Context: an optimization exercise on an open-source flow, tuned for small area, a short achievable clock period and few clock cycles per item. The choices shown serve that exercise and are no tape-out recipe. Only simulation tests tie the RTL to the original design; equivalence was not proved.

==> flow/design.v (outline; a module is shown in full before it is edited, if it fits) <==
// module spidrv_absdiff: 13 lines
// module spidrv_int2f: 36 lines
// module spidrv_fmul: 1602 lines
// module spidrv_f2i: 28 lines
// module spidrv_newmapper: 17 lines
// module spidrv_remap: 10 lines
// module spidrv_add: 41 lines
// module spidrv_core: 205 lines
module spidrv_core (
    input  wire        clk,
    input  wire        rst,
    input  wire        cfg_valid,
    output reg         cfg_ready,
    input  wire [31:0] cfg_in_min,
    input  wire [31:0] cfg_in_max,
    input  wire [31:0] cfg_out_min,
    input  wire [31:0] cfg_out_max,
    input  wire        cfg_little_endian,
    output reg         cfg_done,
    output reg  [2:0]  cfg_err,
    output reg  [31:0] cfg_scale,
    input  wire        s_valid,
    output reg         s_ready,
    input  wire [23:0] s_data,
    output reg         m_valid,
    input  wire        m_ready,
    output reg  [31:0] m_data
);
  // ...
==> flow/flow/run.sh <==
#!/bin/bash
# Standard layout, with repair_timing asked to keep extra setup margin so that
# the critical paths are sized for speed, and the port buffers made with
# buf_1 cells (the clock and constraints are unchanged; every port is still
# buffered).
set -euo pipefail
bash standard.sh SETUP_SLACK_MARGIN=24.2 "BUFFER_PORTS_ARGS=-buffer_cell sky130_fd_sc_hd__buf_1" finish > standard_flow.log 2>&1
==> flow/standard.sh <==
#!/bin/bash
# synth_recipe.tcl (not shown) runs the flow's synth.tcl, then flattens the netlist and writes it again
# the make line also repeats each setting of config.mk as NAME=value (left out here)
make -C /OpenROAD-flow-scripts/flow DESIGN_CONFIG=/design/flow/config.mk WORK_HOME=/design/flow/orfs CLKGATE_MAP_FILE= SYNTH_SCRIPT=/design/flow/synth_recipe.tcl "${@:-finish}"
==> flow/config.mk <==
export PLATFORM = sky130hd
export DESIGN_NAME = spidrv_core
export DESIGN_NICKNAME = spidrv_core
export VERILOG_FILES = /design/flow/design.v
export SDC_FILE = /design/flow/constraint.sdc
export NUM_CORES = 4
export LEC_CHECK = 0
export CAP_MARGIN = 20
export CORE_MARGIN = 2
export CORE_UTILIZATION = 60
export SLEW_MARGIN = 20
==> flow/constraint.sdc <==
create_clock -name core_clock -period 32.0 [get_ports {clk}]
set_input_delay 6.4000 -clock core_clock [delete_from_list [all_inputs] [get_ports {clk}]]
set_output_delay 6.4000 -clock core_clock [all_outputs]
set_load 0.01 [all_outputs]
==> run notes, run 1 <==
reg-to-reg critical path startpoint state[0]; bufs w/o clock roughly 380; R2R cell count 25; # clock sinks 368; gpl congestion 0.979; outcome finished clean; top area cells in the synthesized netlist edfxtp_1, fa_1, ha_1; detailed placement HPWL between 100000 and 150000 µm; yosys warns 1; worst setup path start m_ready; worst hold path depth 0; Hold Path Origin na; WP data required 32.49 ns; worst slack, placed roughly 22 ns; commonest non-fill, non-tap cell in the layout nor2_1; vias in the first global route 35700; final cell count without fillers 5752; final setup fails 0; CTS Hold Bufs 0; grt met2 use 0.654; Yosys cell types 108; vias 37500
Testbench counts, summed over its fixed seeds: cycles 21,504, items 19,200.
==> module spidrv_f2i, before the edit <==
module spidrv_f2i (
    input  wire [25:0] ph,           
    input  wire        pl,           
    input  wire        zp,
    input  wire        ovf,
    input  wire        big,
    input  wire [5:0]  sh,           
    input  wire        neg,
    input  wire [31:0] out_min,
    output wire [31:0] y,
    output wire [22:0] rm,           
    output wire        rc            
);
    wire        p47 = ph[25];
    wire        lsb = p47 ? ph[2] : ph[1];
    wire        g   = p47 ? ph[1] : ph[0];
    wire        st  = p47 ? (ph[0] | pl) : pl;
    wire        rnd = g & (st | lsb);
    wire [24:0] x   = {ph[25:2], ph[1] & ~p47};                      
    wire [25:0] tt  = {1'b0, x} + {24'd0, rnd & p47, rnd & ~p47};    
    assign rm = p47 ? tt[23:1] : tt[22:0];
    assign rc = p47 ? tt[25] : tt[24];
    wire [32:0] v   = {tt, 7'd0} >> sh;
    wire        oor = ovf | v[32] | v[31];
    wire [31:0] qq  = zp ? 32'd0 : oor ? 32'h8000_0000 : big ? 32'd0 : v[31:0];
    wire        co;
    spidrv_add #(32, 5) u_add (.a(out_min), .b(qq ^ {32{neg}}), .ci(neg), .s(y), .co(co));
endmodule
==> run 2, diff against run 1 <==
--- a/flow/design.v
+++ b/flow/design.v
@@ -1673,6 +1673,7 @@
     assign rc = p47 ? tt[25] : tt[24];
     wire [32:0] v   = {tt, 7'd0} >> sh;
-    wire        oor = ovf | v[32] | v[31];
-    wire [31:0] qq  = zp ? 32'd0 : oor ? 32'h8000_0000 : big ? 32'd0 : v[31:0];
+    wire        oor = ovf | ((sh == 6'd0) & (tt[25] | tt[24])) | ((sh == 6'd1) & tt[25]);
+    wire        clr = zp | oor | big;
+    wire [31:0] qq  = {(v[31] & ~clr) | (oor & ~zp), v[30:0] & {31{~clr}}};
     wire        co;
     spidrv_add #(32, 5) u_add (.a(out_min), .b(qq ^ {32{neg}}), .ci(neg), .s(y), .co(co));
--- a/flow/config.mk
+++ b/flow/config.mk
@@ -8,4 +8,4 @@
 export CAP_MARGIN = 20
 export CORE_MARGIN = 2
-export CORE_UTILIZATION = 60
+export CORE_UTILIZATION = 55
 export SLEW_MARGIN = 20
==> run 2 against run 1 <==
Against the previous run:
- first-iteration DRC count decreased by 7.1%
- setup slack improved by 0.0066 ns
- utilization shrank 3.9 points
- count of clock-buffer cells in the layout unchanged
- final cell count grew 2.2%
==> run notes, run 2 <==
grt total ovfl 0 (unchanged); Final Max Tran Viols 0 (unchanged); unrepaired setup endpoints after global routing true (unchanged); Clock Skew 0.0338 ns (was 0.0615 ns); DR iter-0 viols 4716 (was 5076); site row count 99 (was 95); antenna viol nets, final 0 (unchanged); Port Buf Inserts 227 (unchanged); Max clock buf depth 3 (unchanged); hold path endpoint n2 (was n1); predominant post-synthesis flop cell edfxtp_1 (unchanged); CTS tree done (unchanged); Core ar. 73100 µm² (was 67400 µm²); final setup fails 0 (unchanged); critical path launch point type register (was primary input); Post-Synthesis Cell Area 40700 µm² (was 40900 µm²); sum of negative setup slack 0 ns (unchanged); kind of critical path reg2out (was in2reg); hold slack 0.418 ns (was 0.415 ns); layout cell share with drive strength beyond 1 0.108 (was 0.0958); initial core utilization 0.556 (was 0.607); syn avg cell area 8.56 µm² (was 8.59 µm²); Fin. Hold Viols 0 (unchanged); Post-synth top cells nor2_1, nand2_1, inv_1 (was nor2_1, nand2_1, a21oi_1); Skew-Pair Late Insertion Delay 0.60 ns (was 0.61 ns); commonest non-fill, non-tap cell in the layout nor2_1 (unchanged); detailed placement HPWL 103000 µm (was 104000 µm); first-pass GRT wire length 215000 µm (was 220000 µm); CTS clk-pin slew, worst paths 0.06 ns (about the same); yosys warns 1 (unchanged); outcome finished clean (unchanged); largest net degree at the start of global routing 76 (unchanged); worst-path cell chain buf_1 (was buf_1 -> nor2b_4 -> clkinvlp_4 -> o21ai_2 -> inv_1 -> ha_1 -> inv_1 -> ha_1 -> xor2_1 -> xnor2_1 -> nor2_1 -> nor4_1); CP Capture Type primary output (was register); DR vias/cell 6.25 (was 6.53); Hold Path Origin n1 (was na); CTS Hold Bufs 0 (unchanged); Async S/R FF share, synth 0 (unchanged); initial antenna violation count 1 (was 3); slew margin rel. 0.319 (was 0.282); syn_nets 5416 (was 5427); Max Cap Viol 0 (unchanged); CP top delay family flip-flops (was simple AND/OR/NAND/NOR gates); Area Overhead vs Synth 12.3% (was 9.34%); synthesized flop and latch total 368 (unchanged); wire per inst 25.0 µm (was 25.5 µm); I/O Pins 229 (unchanged); # clock sinks 368 (unchanged); R2R Setup Slk 24.45 ns (was 24.36 ns); top area cells in the synthesized netlist edfxtp_1, fa_1, ha_1 (unchanged); reg-to-reg critical path startpoint m1[14] (was state[0]); total CTS buffers 43 (was 42); WP data required 25.60 ns (was 32.49 ns); fmax 0.130 GHz (about the same); CP Buf/Inv Count 1 (was 4); worst setup path start s_ready (was m_ready); Layout Nets 5547 (was 5509); R2R cell count 29 (was 25); vias in the first global route 34400 (was 35700); register area share after synthesis 0.266 (was 0.265); capturing point of the worst reg2reg path ph2[23] (was m3[13]); Antenna Cells 0 (was 2); top-count cell post-synth nor2_1 (unchanged); commonest non-fill, non-tap cells in the layout nor2_1, nand2_1, a21oi_1 (unchanged); top cell type's share of synthesized area 0.255 (was 0.254); Post-synth EDFFs 346 (unchanged); Max FO, Critical Path 4 (was 5); die area 76100 µm² (was 70300 µm²); Die Y 276 µm (was 265 µm); Critical Path AT 1.27 ns (was 8.17 ns); min cycle time layout 7.67 ns (about the same); Hold WC Path Type reg2reg (unchanged); worst hold path depth 0 (unchanged); Synth area leader edfxtp_1 (unchanged); Worst Tran Pin Value 1.02 ns (was 1.07 ns); GRT Overall Usage 0.374 (was 0.414); Yosys cell types 99 (was 108); Worst path slowest cell dfxtp_1 (was ha_1); crit share post-route 0.240 (about the same); Root Driver clkbuf_16 (unchanged); drc violations 0 (unchanged); Post-Route WL 147000 µm (about the same); vias 36700 (was 37500); die width 276 µm (was 265 µm); Synth Instances 4753 (was 4764); H-tree levels 2 (unchanged); first drt pass iteration count 6 (was 10); gpl congestion 0.993 (was 0.979); Crit path largest cell delay 0.47 ns (was 0.28 ns)
==> run 2: cell types whose count changed in the layout (fill, tap and decap cells not counted), moves of 27 or more <==
cell / change
inv_1: +34
nand3_1: -47
nand2_1: +31
nor2_1: -68
o21ai_0: +28
a21oi_1: -27
==> run 2: through the flow <==
step                instance area (µm²)   util  worst slack (ns)  std cells
CTS                               44400  0.607             24.14       5807
floorplan                         40700      -             22.99       4753
detailed placement                42200  0.578             21.67       5695
finish                            45700  0.625             24.33       5878
global route                      45700  0.625             24.13       5878
global placement                  42200  0.578             21.89       5695
==> run 2: worst max-delay path by stage <==
| stage | endpoint | slack [ns] | depth (start not counted) |
|---|---|---|---|
| after floorplan | s_ready | 22.99 | 12 |
| after global placement | m3[24] | 21.89 | 27 |
| after detailed placement | ph2[24] | 21.67 | 27 |
| after CTS | ph2[24] | 24.14 | 26 |
| after global routing | maga[28] | 24.13 | 34 |
| final | s_ready | 24.33 | 1 |
==> run 2: cell type report <==
type / instances / area [µm²]
tap: 959 / 1200
clock inverter: 26 / 248
multi-input combinational: 3639 / 27600
timing repair inverter: 4 / 31.3
clock buffer: 54 / 1140
sequential: 368 / 10800
inverter: 400 / 1570
timing repair buffer: 428 / 3050
fill: 6556 / 27400
==> run 2: logic make-up (layout without fill, tap and decap cells) <==
kind of cell	count (synthesis)	count (layout)	synth area share
AND/OR/NAND/NOR	1462	1465	0.159
AO/OA/AOI/OAI	1237	1237	0.185
buffers and inverters	749	912	0.0709
adder cells (fa/ha/maj)	505	505	0.211
flip-flops	368	368	0.266
XOR/XNOR	218	218	0.0470
multiplexers	213	213	0.0599
other	1	1	0.0000922
==> run 2: repair_timing <==
action | CTS | global route
pin swaps | 7 | 22
gates resized for setup | 101 | 113
gates cloned | 10 | 14
endpoints found under the setup margin | 95 | 35
setup buffers | 22 | 56
==> run 2: layer usage <==
layer,up-vias,share of wire,global-route usage
li1,16800,-,-
met3,515,0.10,0.0799
met2,2066,0.45,0.594
met4,2,0.064,0.186
met5,-,0.000095,0
met1,17400,0.38,0.486
Testbench counts of run 2, summed over its fixed seeds: cycles 21,504, items 19,200.
==> run 3, diff against run 2 <==
--- a/flow/flow/run.sh
+++ b/flow/flow/run.sh
@@ -5,3 +5,3 @@
 # buffered).
 set -euo pipefail
-bash standard.sh SETUP_SLACK_MARGIN=24.2 "BUFFER_PORTS_ARGS=-buffer_cell sky130_fd_sc_hd__buf_1" finish > standard_flow.log 2>&1
+bash standard.sh SETUP_SLACK_MARGIN=24.35 "BUFFER_PORTS_ARGS=-buffer_cell sky130_fd_sc_hd__buf_1" finish > standard_flow.log 2>&1
==> run 3 against run 2 <==
Against the previous run:
- setup slack improved by 0.046 ns
- non-clock buffer count rose by 31
- count of clock-buffer cells in the layout fell by 3
- register-to-register slack improved by 0.05 ns
- maximum frequency rose by 0.61%
- final cell count rose by 0.58%
- synthesized cell count did not move
==> run notes, run 3 <==
outcome finished clean (unchanged); Util after Layout 0.635 (was 0.625); final instance area 46400 µm² (was 45700 µm²); H-tree levels 2 (unchanged); hold path endpoint n2 (unchanged); Post-Route WL 150000 µm (was 147000 µm); grt total ovfl 0 (unchanged); CP Capture Type primary output (unchanged); Synth Instances 4753 (unchanged); I/O Pins 229 (unchanged); reg-to-reg critical path startpoint state[1] (was m1[14]); Worst path slowest cell dfxtp_2 (was dfxtp_1); Crit path largest cell delay 0.41 ns (was 0.47 ns); syn_nets 5416 (unchanged); GRT Overall Usage 0.377 (was 0.374); Post-synth top cells nor2_1, nand2_1, inv_1 (unchanged); DR vias/cell 6.32 (was 6.25); DR iter-0 viols 4823 (was 4716); fmax 0.131 GHz (was 0.130 GHz); Root Driver clkbuf_16 (unchanged); syn avg cell area 8.56 µm² (unchanged); multiplexer area fraction after synthesis 0.0599 (unchanged); initial antenna violation count 3 (was 1); yosys warns 1 (unchanged); # clock sinks 368 (unchanged); Antenna Cells 0 (unchanged); Max FO, Critical Path 4 (unchanged); Port Buf Inserts 227 (unchanged); Skew-Pair Late Insertion Delay 0.59 ns (was 0.60 ns); top cell type's share of synthesized area 0.255 (unchanged); commonest non-fill, non-tap cells in the layout nor2_1, nand2_1, a21oi_1 (unchanged); Layout Nets 5581 (was 5547); Met1 Wirelength 56400 µm (about the same); Area Overhead vs Synth 14.0% (was 12.3%); Critical Path AT 1.22 ns (was 1.27 ns); detailed placement HPWL 103000 µm (about the same); final setup fails 0 (unchanged); post-route setup slack 24.38 ns (was 24.33 ns); first-pass GRT wire length 215000 µm (about the same); main combinational cell family by area after synthesis adder cells (unchanged); Fin. Hold Viols 0 (unchanged); synthesized flop and latch total 368 (unchanged); gpl congestion 0.985 (was 0.993); die area 76100 µm² (unchanged); largest net degree at the start of global routing 77 (was 76); Die Y 276 µm (unchanged); predominant post-synthesis flop cell edfxtp_1 (unchanged); xor/xnor cell area share of the yosys netlist 0.0470 (unchanged); site row count 99 (unchanged); vias in the first global route 35100 (was 34400); crit share post-route 0.238 (was 0.240); R2R cell count 24 (was 29); kind of critical path reg2out (unchanged); Yosys cell types 99 (unchanged); R2R Setup Slk 24.50 ns (was 24.45 ns); Async S/R FF share, synth 0 (unchanged); post-synthesis compound-gate area fraction 0.185 (unchanged); Max clock buf depth 3 (unchanged); CP Buf/Inv Count 1 (unchanged); WP data required 25.60 ns (about the same); Core ar. 73100 µm² (unchanged); Placed Cells 5701 (was 5695); worst-path cell chain buf_1 (unchanged); commonest non-fill, non-tap cell in the layout nor2_1 (unchanged); total CTS buffers 45 (was 43); CTS tree done (unchanged); worst hold path depth 0 (unchanged); wire per inst 25.4 µm (was 25.0 µm); min cycle time layout 7.62 ns (was 7.67 ns); Hold Path Origin n1 (unchanged); vias 37300 (was 36700); drc violations 0 (unchanged); Post-Synthesis Cell Area 40700 µm² (unchanged); layout cell share with drive strength beyond 1 0.123 (was 0.108); critical path launch point type register (unchanged); first drt pass iteration count 6 (unchanged); Worst Tran Pin Value 1.05 ns (was 1.02 ns); top-count cell post-synth nor2_1 (unchanged); CTS Hold Bufs 0 (unchanged); Area after DPL 42300 µm² (was 42200 µm²); Clock Skew 0.0275 ns (was 0.0338 ns); metal3 WL 16700 µm (was 15400 µm); CP top delay family flip-flops (unchanged); top area cells in the synthesized netlist edfxtp_1, fa_1, ha_1 (unchanged); max layer used met4 (was met5); slew margin rel. 0.298 (was 0.319); Max Cap Viol 0 (unchanged); met2 WL 67000 µm (was 65600 µm); register area share after synthesis 0.266 (unchanged); CTS clk-pin slew, worst paths 0.06 ns (about the same); synthesized-area fraction occupied by adder cells 0.211 (unchanged); Post-synth EDFFs 346 (unchanged); die width 276 µm (unchanged); sum of negative setup slack 0 ns (unchanged); initial core utilization 0.556 (unchanged); unrepaired setup endpoints after global routing true (unchanged); simple-gate area share of the yosys netlist 0.159 (unchanged); Final Max Tran Viols 0 (unchanged); Synth area leader edfxtp_1 (unchanged); final cell count without fillers 5912 (was 5878); Hold WC Path Type reg2reg (unchanged); worst slack, placed 22.31 ns (was 21.67 ns); capturing point of the worst reg2reg path pl2 (was ph2[23]); antenna viol nets, final 0 (unchanged)
## run 3: layout make-up
class	count	area (µm²)
clock buffer	51	1190
multi-input combinational	3641	27800
timing repair inverter	3	36.3
timing repair buffer	459	3430
clock inverter	31	246
tap	959	1200
inverter	400	1590
sequential	368	10800
fill	6437	26700
## run 3: logic make-up (layout without fill, tap and decap cells)
kind of cell               count (synthesis)  in the layout
adders and majority gates                505            505
muxes                                    213            213
xor gates and xnor gates                 218            218
other                                      1              1
and+or+nand+nor                         1462           1467
buffers and inverters                    749            944
AOI/OAI and AO/OA                       1237           1237
DFF                                      368            368
## run 3: worst max-delay path by stage
stage	from	to	slack [ns]	cells past startpoint
floorplan	m_ready	s_ready	22.99	12
global placement	state[2]	m3[24]	22.41	26
detailed placement	state[2]	ph2[24]	22.31	26
CTS	m1[7]	pl2	24.21	27
global route	m1[1]	ph2[25]	24.27	27
finish	s_ready	s_ready	24.38	1
## run 3: worst register-to-register path, delay by kind of cell, from the launching register on
| kind | cells | cell delay [ns] |
|---|---|---|
| AO/OA/AOI/OAI | 5 | 1.09 |
| XOR/XNOR | 1 | 0.15 |
| adder cells (fa/ha/maj) | 6 | 2.84 |
| buffers and inverters | 4 | 0.71 |
| flip-flops | 1 | 0.42 |
| AND/OR/NAND/NOR | 8 | 2.02 |
## run 3: timing repair
| item | 4_1_cts | 5_1_grt |
|---|---|---|
| pin swaps | 7 | 53 |
| setup buffers | 20 | 79 |
| setup endpoints to repair | 139 | 73 |
| gates cloned | 8 | 21 |
| resized for setup | 108 | 172 |
## run 3: metal layers
layer / GRT usage / vias to the layer above
li1: - / 16800
met1: 0.482 / 17600
met2: 0.598 / 2282
met3: 0.0880 / 595
met4: 0.192 / 0
met5: 0 / -
## run 3: stage by stage
| stage | hold WS, ns |
|---|---|
| 3_5_place_dp | 0.418 |
| 5_1_grt | 0.437 |
| 3_3_place_gp | 0.408 |
| 2_1_floorplan | 0.400 |
| 6_report | 0.428 |
| 4_1_cts | 0.431 |

[re-timing with driven ports]
The flow's constraints put no driver on any port. The routed layouts listed below were extracted and timed again, unchanged, in two steps.
Step 1 assumes that a clkbuf_16 drives the clock port and a buf_2 every other input.
Step 2, shift: input delay + t, output delay - t, t = (earliest + latest rising clock arrival at the registers) / 2. This alone moves slack from input paths to output paths.
Slacks: ideal / step 1 / step 2; pairs: ideal / step 1.
| run | shift t [ns] | setup WS [ns] | worst setup path after step 2 | clock arrival spread, ns | worst data-port slew with drivers (ns) |
|---|---|---|---|---|---|
| run 1 | 0.641 | 24.326 / 24.315 / 23.730 | input to register | 0.062 / 0.063 | 0.07 |
| run 2 | 0.655 | 24.333 / 24.264 / 23.732 | input to register | 0.034 / 0.033 | 0.06 |
| run 3 | 0.649 | 24.379 / 24.310 / 23.787 | input to register | 0.029 / 0.030 | 0.06 |
After both steps setup and hold are still met in every run listed. For run 2, which loses most, drivers alone change the setup slack by -0.069 ns; drivers and shift together by -0.601 ns.
